Source: an optimization exercise on an open RTL-to-GDS flow (aim: small area). Production flows keep margins and buffers that such runs may drop. In this exercise RTL edits were held to simulation tests only and were not proved equivalent to the original. Power figures rest on the tool's default switching activity, not on a simulated workload.

## job 1634
Design hw2core, start of the top module:
module hw2core (
    input  wire        clk,
    input  wire        rst,      
    input  wire        start,
    input  wire [2:0]  op,
    input  wire [31:0] a,
    input  wire [31:0] b,
    output wire        busy,
    output wire        done,
    output wire [31:0] r0,
    output wire [31:0] r1
);
export LEC_CHECK = 0
export CAP_MARGIN = 20
export CORE_MARGIN = 2
export CORE_UTILIZATION = 50
export SLEW_MARGIN = 20
create_clock -name core_clock -period 10.0 [get_ports {clk}]
standard.sh (not shown) runs the stock make flow with config.mk's settings and CLKGATE_MAP_FILE= SYNTH_SCRIPT=/design/flow/synth_recipe.tcl, a recipe that flattens the netlist after the stock synthesis.
==> flow/flow/run.sh <==
#!/bin/bash
# Layout flow: the standard synthesis, then an area-oriented re-mapping of
# the combinational logic only (every flip-flop instance is kept as it is,
# same name, same cell), then the standard ORFS layout from that netlist with
# the port buffers made from the smallest buffer cell.
# Each tool's full output goes to a log file in this folder.
set -euo pipefail
W=$(pwd)
R=$W/orfs/results/$FLOW_PLATFORM/hw2core/base
LG=$W/orfs/logs/$FLOW_PLATFORM/hw2core/base
LIB=$FLOW_HOME/platforms/$FLOW_PLATFORM/lib/sky130_fd_sc_hd__tt_025C_1v80.lib
export BUFFER_PORTS_ARGS="-buffer_cell sky130_fd_sc_hd__buf_1"

bash standard.sh synth > flow_synth.log 2>&1

DU=$(grep -o -- "-dont_use [^ ]*" $LG/1_2_yosys.log | sort -u | tr '\n' ' ')
cp $R/1_2_yosys.v $W/standard_synth.v
cat > $W/resynth.ys <<EOYS
read_liberty -ignore_miss_func $LIB
read_verilog $W/standard_synth.v
hierarchy -top $FLOW_TOP
blackbox sky130_fd_sc_hd__*df* sky130_fd_sc_hd__*dl* sky130_fd_sc_hd__*sdf*
select -module $FLOW_TOP t:sky130_fd_sc_hd__*df* t:sky130_fd_sc_hd__*dl*
setattr -set keep 1
select -clear
flatten
rename -hide w:*.*
opt_clean -purge
abc -liberty $LIB $DU -script $W/flow/area.abc
opt_clean -purge
hilomap -singleton -hicell sky130_fd_sc_hd__conb_1 HI -locell sky130_fd_sc_hd__conb_1 LO
splitnets
opt_clean -purge
insbuf -buf sky130_fd_sc_hd__buf_4 A X
setattr -unset keep
stat -liberty $LIB
write_verilog -noattr -noexpr -nohex -nodec $W/resynth.v
EOYS
yosys -s $W/resynth.ys > resynth.log 2>&1
cp $W/resynth.v $R/1_2_yosys.v
touch $R/1_2_yosys.v

bash standard.sh finish > flow_layout.log 2>&1
==> flow/flow/area.abc <==
strash
dch
map -a
topo
strash
dch
map -a
The following lists how job 1272 was set up differently from job 1634:
Settings: CORE_UTILIZATION now 70, was 50.
==> flow/flow/run.sh <==
#!/bin/bash
# Standard ORFS layout, with the port buffers made from the smallest buffer
# cell instead of the resizer's default pick. Everything else is the standard flow's own
# flow (standard.sh). Full tool output goes to standard_flow.log here.
set -euo pipefail
export BUFFER_PORTS_ARGS="-buffer_cell sky130_fd_sc_hd__buf_1"
bash standard.sh finish > standard_flow.log 2>&1
removed: flow/flow/area.abc
## What came out
- Every stage of the flow completed for job 1272, and the final layout passed the timing, DRC and antenna checks.
- Job 1272 reports its busiest layer in global routing as met2 while job 1634 reports met1.
- Number of fill cells in the layout for job 1272 is lower than for job 1634.
- Changes observed in job 1272 relative to job 1634: combinational power went up by 26%, register cell area after layout was more or less identical, post-synth net total was more or less identical.
- Comparing job 1272 and job 1634, the lower number of instances in the synthesized netlist is on job 1272.
- Job 1272 — transition time at the pin with the least slew margin 14 ps lower, job 1634 as reference
- Looking at final cell count without fillers, job 1272 sits 168 below job 1634.
- Going from job 1634 to job 1272, the worst setup slack was found to have gone up by 1580 ps.
- Shortest clock period the worst path allows after layout: job 1272 vs job 1634 down 1580 ps
## Diff of input files: job 6737 against job 1272
Settings: putting CTS_BUF_LIST at sky130_fd_sc_hd__clkbuf_8 where nothing was set; swapping 70 for 50 in CORE_UTILIZATION.
==> flow/flow/run.sh <==
#!/bin/bash
# Layout flow: the standard synthesis, then an area-oriented re-mapping of
# the combinational logic only (every flip-flop instance is kept as it is,
# same name, same cell), then the standard ORFS layout from that netlist with
# the port buffers made from the smallest buffer cell.
# Each tool's full output goes to a log file in this folder.
set -euo pipefail
W=$(pwd)
R=$W/orfs/results/$FLOW_PLATFORM/hw2core/base
LG=$W/orfs/logs/$FLOW_PLATFORM/hw2core/base
LIB=$FLOW_HOME/platforms/$FLOW_PLATFORM/lib/sky130_fd_sc_hd__tt_025C_1v80.lib
export BUFFER_PORTS_ARGS="-buffer_cell sky130_fd_sc_hd__buf_1"

bash standard.sh synth > flow_synth.log 2>&1

DU=$(grep -o -- "-dont_use [^ ]*" $LG/1_2_yosys.log | sort -u | tr '\n' ' ')
cp $R/1_2_yosys.v $W/standard_synth.v
cat > $W/resynth.ys <<EOYS
read_liberty -ignore_miss_func $LIB
read_verilog $W/standard_synth.v
hierarchy -top $FLOW_TOP
blackbox sky130_fd_sc_hd__*df* sky130_fd_sc_hd__*dl* sky130_fd_sc_hd__*sdf*
select -module $FLOW_TOP t:sky130_fd_sc_hd__*df* t:sky130_fd_sc_hd__*dl*
setattr -set keep 1
select -clear
flatten
rename -hide w:*.*
opt_clean -purge
abc -liberty $LIB $DU -script $W/flow/area.abc
opt_clean -purge
hilomap -singleton -hicell sky130_fd_sc_hd__conb_1 HI -locell sky130_fd_sc_hd__conb_1 LO
splitnets
opt_clean -purge
insbuf -buf sky130_fd_sc_hd__buf_4 A X
setattr -unset keep
stat -liberty $LIB
write_verilog -noattr -noexpr -nohex -nodec $W/resynth.v
EOYS
yosys -s $W/resynth.ys > resynth.log 2>&1
cp $W/resynth.v $R/1_2_yosys.v
touch $R/1_2_yosys.v

bash standard.sh finish > flow_layout.log 2>&1
==> flow/flow/area.abc (new file) <==
strash
dch
map -a
topo
strash
dch
map -a
Findings:
On hold slack, job 1272 loses to job 6737.
Sequential share of layout area ended up 2.8 points higher on job 6737 than on job 1272.
Job 6737: final standard cell area without fillers lower than job 1272
Share of final layout cell area taken by non-clock buffers, job 6737 and job 1272: larger value in job 6737
On count of buffer and inverter cells on the critical path, the higher figure sits with job 6737, not job 1272.
Taking job 1272 as the reference point, the overall die area of job 6737 rises by 24%.
Comparing job 6737 and job 1272, setup slack is lower on job 6737.
Number of gates on the worst path with buffers counted (higher): job 6737

* * *

Another version of the RTL of hw2core (not shown whole).
Size in the first run: about 1100 cells after synthesis, roughly 140 I/O pins, ~8800 sq um of cells after synthesis.
Design hw2core, start of the top module:
module hw2core (
    input  wire        clk,
    input  wire        rst,      
    input  wire        start,
    input  wire [2:0]  op,
    input  wire [31:0] a,
    input  wire [31:0] b,
    output wire        busy,
    output wire        done,
    output wire [31:0] r0,
    output wire [31:0] r1
);
clock: 10.0 ns
lec_check: 0
cap_margin: 20
core_margin: 2
core_utilization: 50
cts_buf_list: sky130_fd_sc_hd__clkbuf_8
slew_margin: 20
==> flow/flow/run.sh <==
#!/bin/bash
# Layout flow: the standard synthesis, then an area-oriented re-mapping of
# the combinational logic only (every flip-flop instance is kept as it is,
# same name, same cell), then the standard ORFS layout from that netlist with
# the port buffers made from the smallest buffer cell and a lighter clock tree.
# Each tool's full output goes to a log file in this folder.
set -euo pipefail
W=$(pwd)
R=$W/orfs/results/$FLOW_PLATFORM/hw2core/base
LG=$W/orfs/logs/$FLOW_PLATFORM/hw2core/base
LIB=$FLOW_HOME/platforms/$FLOW_PLATFORM/lib/sky130_fd_sc_hd__tt_025C_1v80.lib
export BUFFER_PORTS_ARGS="-buffer_cell sky130_fd_sc_hd__buf_1"
# clock tree: clkbuf_8 above the leaves, clkbuf_4 at the register clusters,
# no dummy balancing loads
export CTS_ARGS="-sink_clustering_enable -repair_clock_nets -buf_list sky130_fd_sc_hd__clkbuf_8 -root_buf sky130_fd_sc_hd__clkbuf_8 -sink_clustering_buffer sky130_fd_sc_hd__clkbuf_4 -dont_use_dummy_load"

bash standard.sh synth > flow_synth.log 2>&1

DU=$(grep -o -- "-dont_use [^ ]*" $LG/1_2_yosys.log | sort -u | tr '\n' ' ')
cp $R/1_2_yosys.v $W/standard_synth.v
cat > $W/resynth.ys <<EOYS
read_liberty -ignore_miss_func $LIB
read_verilog $W/standard_synth.v
hierarchy -top $FLOW_TOP
blackbox sky130_fd_sc_hd__*df* sky130_fd_sc_hd__*dl* sky130_fd_sc_hd__*sdf*
select -module $FLOW_TOP t:sky130_fd_sc_hd__*df* t:sky130_fd_sc_hd__*dl*
setattr -set keep 1
select -clear
flatten
rename -hide w:*.*
opt_clean -purge
abc -liberty $LIB $DU -script $W/flow/area.abc
opt_clean -purge
hilomap -singleton -hicell sky130_fd_sc_hd__conb_1 HI -locell sky130_fd_sc_hd__conb_1 LO
splitnets
opt_clean -purge
insbuf -buf sky130_fd_sc_hd__buf_4 A X
setattr -unset keep
stat -liberty $LIB
write_verilog -noattr -noexpr -nohex -nodec $W/resynth.v
EOYS
yosys -s $W/resynth.ys > resynth.log 2>&1
cp $W/resynth.v $R/1_2_yosys.v
touch $R/1_2_yosys.v

bash standard.sh finish > flow_layout.log 2>&1
==> flow/flow/area.abc <==
strash
dch
map -a
topo
strash
dch
map -a
The starting point passed the timing, DRC and antenna checks.
Edit:
--- a/flow/flow/run.sh
+++ b/flow/flow/run.sh
@@ -2,6 +2,7 @@
 # Layout flow: the standard synthesis, then an area-oriented re-mapping of
 # the combinational logic only (every flip-flop instance is kept as it is,
-# same name, same cell), then the standard ORFS layout from that netlist with
-# the port buffers made from the smallest buffer cell and a lighter clock tree.
+# same name, same cell; several ABC area scripts are tried and the smallest
+# netlist is kept), then the standard ORFS layout from that netlist, with the
+# port buffers made from the smallest buffer cell.
 # Each tool's full output goes to a log file in this folder.
 set -euo pipefail
@@ -14,10 +15,11 @@
 # no dummy balancing loads
 export CTS_ARGS="-sink_clustering_enable -repair_clock_nets -buf_list sky130_fd_sc_hd__clkbuf_8 -root_buf sky130_fd_sc_hd__clkbuf_8 -sink_clustering_buffer sky130_fd_sc_hd__clkbuf_4 -dont_use_dummy_load"
-
 bash standard.sh synth > flow_synth.log 2>&1
 
 DU=$(grep -o -- "-dont_use [^ ]*" $LG/1_2_yosys.log | sort -u | tr '\n' ' ')
 cp $R/1_2_yosys.v $W/standard_synth.v
-cat > $W/resynth.ys <<EOYS
+for S in $W/flow/remap_*.abc; do
+  N=$(basename $S .abc)
+  cat > $W/$N.ys <<EOYS
 read_liberty -ignore_miss_func $LIB
 read_verilog $W/standard_synth.v
@@ -30,5 +32,5 @@
 rename -hide w:*.*
 opt_clean -purge
-abc -liberty $LIB $DU -script $W/flow/area.abc
+abc -liberty $LIB $DU -script $S
 opt_clean -purge
 hilomap -singleton -hicell sky130_fd_sc_hd__conb_1 HI -locell sky130_fd_sc_hd__conb_1 LO
@@ -37,9 +39,19 @@
 insbuf -buf sky130_fd_sc_hd__buf_4 A X
 setattr -unset keep
-stat -liberty $LIB
-write_verilog -noattr -noexpr -nohex -nodec $W/resynth.v
+tee -o $W/$N.area stat -liberty $LIB
+write_verilog -noattr -noexpr -nohex -nodec $W/$N.v
 EOYS
-yosys -s $W/resynth.ys > resynth.log 2>&1
-cp $W/resynth.v $R/1_2_yosys.v
+  yosys -s $W/$N.ys > $W/$N.log 2>&1 &
+done
+wait
+BEST=""; BA=""
+for S in $W/flow/remap_*.abc; do
+  N=$(basename $S .abc)
+  A=$(grep "Chip area" $W/$N.area | awk '{print $NF}')
+  echo "$N $A" >> $W/remap_areas.txt
+  if [[ -z "$BA" ]] || awk -v a="$A" -v b="$BA" 'BEGIN{exit !(a<b)}'; then BEST=$N; BA=$A; fi
+done
+echo "kept $BEST $BA" >> $W/remap_areas.txt
+cp $W/$BEST.v $R/1_2_yosys.v
 touch $R/1_2_yosys.v
 
==> flow/flow/remap_s1.abc (new file) <==
strash
dch
map -a
topo
strash
dch
map -a
==> flow/flow/remap_s11.abc (new file) <==
strash
ifraig
resub -K 8 -N 2
refactor -z
dc2
dch -f
map -a
topo
strash
dc2
dch -f
map -a
topo
strash
dch -f
map -a
==> flow/flow/remap_s13.abc (new file) <==
strash
resub -K 8 -N 2
refactor -z
dc2
dch -f
map -a
topo
strash
resub -K 8 -N 2
refactor -z
dc2
dch -f
map -a
topo
strash
resub -K 8 -N 2
dc2
dch -f
map -a
==> flow/flow/remap_s7.abc (new file) <==
strash
dc2
dch -f
map -a
topo
strash
dc2
dch -f
map -a
topo
strash
dc2
dch -f
map -a
topo
strash
dc2
dch -f
map -a
==> flow/flow/remap_s8.abc (new file) <==
strash
resub -K 8 -N 2
refactor -z
dc2
dch -f
map -a
topo
strash
dc2
dch -f
map -a
==> flow/flow/remap_s9.abc (new file) <==
strash
resub -K 8 -N 2
refactor -z
rewrite -z
dc2
dch -f
map -a
topo
strash
resub -K 8
dc2
dch -f
map -a
topo
strash
dch -f
map -a
removed: flow/flow/area.abc
Maximum frequency shrinks by about 4%; power came out higher by about 33%; worst hold slack is better by 0.0039 ns; count of clock-buffer cells in the layout does not change; via count went down by about 3.6%; wire length fell by about 6.4%; combinational power increases by 66%; non-clock buffer count does not change; clock power is lower by about 2%; area after synthesis goes down by about 2.5%; clock skew went down by 0.0087 ns.
Edit:
==> flow/flow/run.sh (replaced) <==
#!/bin/bash
# Layout flow: the standard synthesis, then an area-oriented re-mapping of
# the combinational logic only (every flip-flop instance is kept as it is,
# same name, same cell), then the standard ORFS layout from that netlist with
# the port buffers made from the smallest buffer cell.
# Each tool's full output goes to a log file in this folder.
set -euo pipefail
W=$(pwd)
R=$W/orfs/results/$FLOW_PLATFORM/hw2core/base
LG=$W/orfs/logs/$FLOW_PLATFORM/hw2core/base
LIB=$FLOW_HOME/platforms/$FLOW_PLATFORM/lib/sky130_fd_sc_hd__tt_025C_1v80.lib
export BUFFER_PORTS_ARGS="-buffer_cell sky130_fd_sc_hd__buf_1"

bash standard.sh synth > flow_synth.log 2>&1

DU=$(grep -o -- "-dont_use [^ ]*" $LG/1_2_yosys.log | sort -u | tr '\n' ' ')
cp $R/1_2_yosys.v $W/standard_synth.v
cat > $W/resynth.ys <<EOYS
read_liberty -ignore_miss_func $LIB
read_verilog $W/standard_synth.v
hierarchy -top $FLOW_TOP
blackbox sky130_fd_sc_hd__*df* sky130_fd_sc_hd__*dl* sky130_fd_sc_hd__*sdf*
select -module $FLOW_TOP t:sky130_fd_sc_hd__*df* t:sky130_fd_sc_hd__*dl*
setattr -set keep 1
select -clear
flatten
rename -hide w:*.*
opt_clean -purge
abc -liberty $LIB $DU -script $W/flow/area.abc
opt_clean -purge
hilomap -singleton -hicell sky130_fd_sc_hd__conb_1 HI -locell sky130_fd_sc_hd__conb_1 LO
splitnets
opt_clean -purge
insbuf -buf sky130_fd_sc_hd__buf_4 A X
setattr -unset keep
stat -liberty $LIB
write_verilog -noattr -noexpr -nohex -nodec $W/resynth.v
EOYS
yosys -s $W/resynth.ys > resynth.log 2>&1
cp $W/resynth.v $R/1_2_yosys.v
touch $R/1_2_yosys.v

bash standard.sh finish > flow_layout.log 2>&1
==> flow/flow/area.abc (new file) <==
strash
dch
map -a
topo
strash
dch
map -a
removed: flow/flow/remap_s1.abc
removed: flow/flow/remap_s11.abc
removed: flow/flow/remap_s13.abc
removed: flow/flow/remap_s7.abc
removed: flow/flow/remap_s8.abc
removed: flow/flow/remap_s9.abc
After rerunning:
- critical path depth is lower by 5
- utilization is higher by 0.17 points
- flip-flop and latch count stays the same
- final area is higher by 3.5%
- clock skew is lower by 0.013 ns
- worst setup slack gains 0.35 ns
- synthesized area is higher by 2.5%
- fmax is higher by 4.1%

* * *

hw2core, a different RTL version from the one above (not shown whole).
For scale: roughly 980 cells after synthesis, ~140 I/O pins.
==> flow/config.mk <==
export PLATFORM = sky130hd
export DESIGN_NAME = hw2core
export DESIGN_NICKNAME = hw2core
export VERILOG_FILES = /design/flow/design.v
export SDC_FILE = /design/flow/constraint.sdc
export NUM_CORES = 4
export LEC_CHECK = 0
export CAP_MARGIN = 20
export CORE_MARGIN = 2
export CORE_UTILIZATION = 50
export CTS_BUF_LIST = sky130_fd_sc_hd__clkbuf_8
export GPL_TIMING_DRIVEN = 0
export SLEW_MARGIN = 20
==> flow/constraint.sdc <==
create_clock -name core_clock -period 10.0 [get_ports {clk}]
set_input_delay 2.0000 -clock core_clock [delete_from_list [all_inputs] [get_ports {clk}]]
set_output_delay 2.0000 -clock core_clock [all_outputs]
set_load 0.01 [all_outputs]
==> flow/flow/run.sh <==
#!/bin/bash
# Layout flow: the standard synthesis, then an area-oriented re-mapping of
# the combinational logic only (every flip-flop instance is kept as it is,
# same name, same cell). Several ABC area scripts are tried and the smallest
# netlist is kept; this is repeated on its own result while it keeps
# shrinking. The standard ORFS layout then runs from that netlist, with the
# port buffers made from the smallest buffer cell and a lighter clock tree.
# Each tool's full output goes to a log file in this folder.
set -euo pipefail
W=$(pwd)
R=$W/orfs/results/$FLOW_PLATFORM/hw2core/base
LG=$W/orfs/logs/$FLOW_PLATFORM/hw2core/base
LIB=$FLOW_HOME/platforms/$FLOW_PLATFORM/lib/sky130_fd_sc_hd__tt_025C_1v80.lib
export BUFFER_PORTS_ARGS="-buffer_cell sky130_fd_sc_hd__buf_1"
# clock tree: clkbuf_8 buffers, no dummy balancing loads
export CTS_ARGS="-sink_clustering_enable -repair_clock_nets -buf_list sky130_fd_sc_hd__clkbuf_8 -root_buf sky130_fd_sc_hd__clkbuf_8 -sink_clustering_buffer sky130_fd_sc_hd__clkbuf_4 -dont_use_dummy_load"

bash standard.sh synth > flow_synth.log 2>&1

DU=$(grep -o -- "-dont_use [^ ]*" $LG/1_2_yosys.log | sort -u | tr '\n' ' ')
cp $R/1_2_yosys.v $W/standard_synth.v
cp $W/standard_synth.v $W/round_in.v

remap() {  # $1 = ABC script; writes $W/<name>.v and <name>.area
  local N=$(basename $1 .abc)
  cat > $W/$N.ys <<EOYS
read_liberty -ignore_miss_func $LIB
read_verilog $W/round_in.v
hierarchy -top $FLOW_TOP
blackbox sky130_fd_sc_hd__*df* sky130_fd_sc_hd__*dl* sky130_fd_sc_hd__*sdf*
select -module $FLOW_TOP t:sky130_fd_sc_hd__*df* t:sky130_fd_sc_hd__*dl*
setattr -set keep 1
select -clear
flatten
rename -hide w:*.*
opt_clean -purge
abc -liberty $LIB $DU -script $1
opt_clean -purge
hilomap -singleton -hicell sky130_fd_sc_hd__conb_1 HI -locell sky130_fd_sc_hd__conb_1 LO
splitnets
opt_clean -purge
insbuf -buf sky130_fd_sc_hd__buf_4 A X
setattr -unset keep
tee -o $W/$N.area stat -liberty $LIB
write_verilog -noattr -noexpr -nohex -nodec $W/$N.v
EOYS
  yosys -s $W/$N.ys > $W/$N.$ROUND.log 2>&1
}

PREV=""
for ROUND in 1 2 3 4 5 6 7 8; do
  for S in $W/flow/remap_*.abc; do remap $S & done
  wait
  BEST=""; BA=""
  for S in $W/flow/remap_*.abc; do
    N=$(basename $S .abc)
    A=$(grep "Chip area" $W/$N.area | awk '{print $NF}')
    echo "round $ROUND $N $A" >> $W/remap_areas.txt
    if [[ -z "$BA" ]] || awk -v a="$A" -v b="$BA" 'BEGIN{exit !(a<b)}'; then BEST=$N; BA=$A; fi
  done
  echo "round $ROUND best $BEST $BA" >> $W/remap_areas.txt
  # stop once a round no longer shrinks the netlist
  if [[ -n "$PREV" ]] && ! awk -v a="$BA" -v b="$PREV" 'BEGIN{exit !(a<b-1)}'; then break; fi
  cp $W/$BEST.v $W/round_in.v
  PREV=$BA
done
echo "kept $PREV" >> $W/remap_areas.txt
cp $W/round_in.v $R/1_2_yosys.v
touch $R/1_2_yosys.v

bash standard.sh finish > flow_layout.log 2>&1
Other scripts of this flow, unchanged in this note and not shown: flow/flow/remap_s1.abc, flow/flow/remap_s11.abc, flow/flow/remap_s13.abc, flow/flow/remap_s14.abc, flow/flow/remap_s15.abc, flow/flow/remap_s16.abc, flow/flow/remap_s17.abc, flow/flow/remap_s18.abc, flow/flow/remap_s19.abc, flow/flow/remap_s7.abc, flow/flow/remap_s8.abc, flow/flow/remap_s9.abc
The first run went through all stages and came out clean.
Change:
CAP_MARGIN = 5   (was 20)
GPL_TIMING_DRIVEN = default   (was 0)
SLEW_MARGIN = 5   (was 20)
Outcome: The changed run produced a clean layout; final area shrinks by about 1.2%; core utilization shrinks by 0.75 points; die area is unchanged; worst setup slack is better by 0.056 ns.
Change:
--- a/flow/flow/run.sh
+++ b/flow/flow/run.sh
@@ -4,4 +4,4 @@
 # same name, same cell). Several ABC area scripts are tried and the smallest
-# netlist is kept; this is repeated on its own result while it keeps
-# shrinking. The standard ORFS layout then runs from that netlist, with the
+# netlist is kept; this is repeated on its own result until two rounds in a
+# row no longer shrink it. The standard ORFS layout then runs from that netlist, with the
 # port buffers made from the smallest buffer cell and a lighter clock tree.
@@ -49,5 +49,8 @@
 
-PREV=""
+GBEST=""; GA=""; STALL=0
 for ROUND in 1 2 3 4 5 6 7 8; do
-  for S in $W/flow/remap_*.abc; do remap $S & done
+  for S in $W/flow/remap_s*.abc; do remap $S & done
+  wait
+  # &deepsyn (time-limited) runs two at a time
+  for S in $W/flow/remap_d*.abc; do remap $S & done
   wait
@@ -56,3 +59,5 @@
     N=$(basename $S .abc)
+    [[ -f $W/$N.area ]] || continue
     A=$(grep "Chip area" $W/$N.area | awk '{print $NF}')
+    rm -f $W/$N.area
     echo "round $ROUND $N $A" >> $W/remap_areas.txt
@@ -61,8 +66,13 @@
   echo "round $ROUND best $BEST $BA" >> $W/remap_areas.txt
-  # stop once a round no longer shrinks the netlist
-  if [[ -n "$PREV" ]] && ! awk -v a="$BA" -v b="$PREV" 'BEGIN{exit !(a<b-1)}'; then break; fi
   cp $W/$BEST.v $W/round_in.v
-  PREV=$BA
+  if [[ -z "$GA" ]] || awk -v a="$BA" -v b="$GA" 'BEGIN{exit !(a<b-1)}'; then
+    GA=$BA; cp $W/$BEST.v $W/global_best.v; STALL=0
+  else
+    STALL=$((STALL+1))
+    # stop after two rounds without a smaller netlist
+    if [[ $STALL -ge 2 ]]; then break; fi
+  fi
 done
-echo "kept $PREV" >> $W/remap_areas.txt
+echo "kept $GA" >> $W/remap_areas.txt
+cp $W/global_best.v $W/round_in.v
 cp $W/round_in.v $R/1_2_yosys.v
==> flow/flow/remap_d1.abc (new file) <==
strash
&get -n
&deepsyn -T 20
&put
dch -f
map -a
==> flow/flow/remap_d2.abc (new file) <==
strash
&get -n
&deepsyn -T 20 -S 7
&put
dch -f
map -a
CAP_MARGIN = 20   (was 5)
SLEW_MARGIN = 20   (was 5)
Effect: Power went up by 8.4%; worst setup slack gets worse by 0.12 ns; synthesized cell count went down by 1.5%; clock skew went down by 0.0074 ns; sequential share of layout area went down by 0.72 points; register-to-register slack gets worse by 0.12 ns.

==> port drivers added, routing unchanged <==
In the flow no input, the clock included, has a driving cell. The finished layouts below were timed again as built, in two steps.
Step 1 assumes that a clkbuf_16 drives the clock port and a buf_2 every other input.
Step 2 moves the port delays by t, midway between the first and last clock arrival at a register: inputs arrive t later, outputs are due t later. That takes back most of the time a late clock gives input paths.
Three values: ideal, step 1, step 2; two values: the first two.
run	shift t [ns]	slack for setup (ns)	worst setup path after step 2
job 1634	0.463	1.950 / 1.950 / 1.950	register to register
job 1272	0.461	3.525 / 3.525 / 3.525	register to register
job 6737	0.484	1.957 / 1.957 / 1.957	register to register
the first run of note 2	0.472	1.321 / 1.321 / 1.321	register to register
the second run of note 2	0.464	0.981 / 0.981 / 0.981	register to register
the third run of note 2	0.487	1.332 / 1.332 / 1.332	register to register
the first run of note 3	0.474	0.821 / 0.821 / 0.821	register to register
the second run of note 3	0.481	0.878 / 0.878 / 0.878	register to register
the third run of note 3	0.475	0.755 / 0.755 / 0.755	register to register
After both steps every run listed still meets setup and hold.
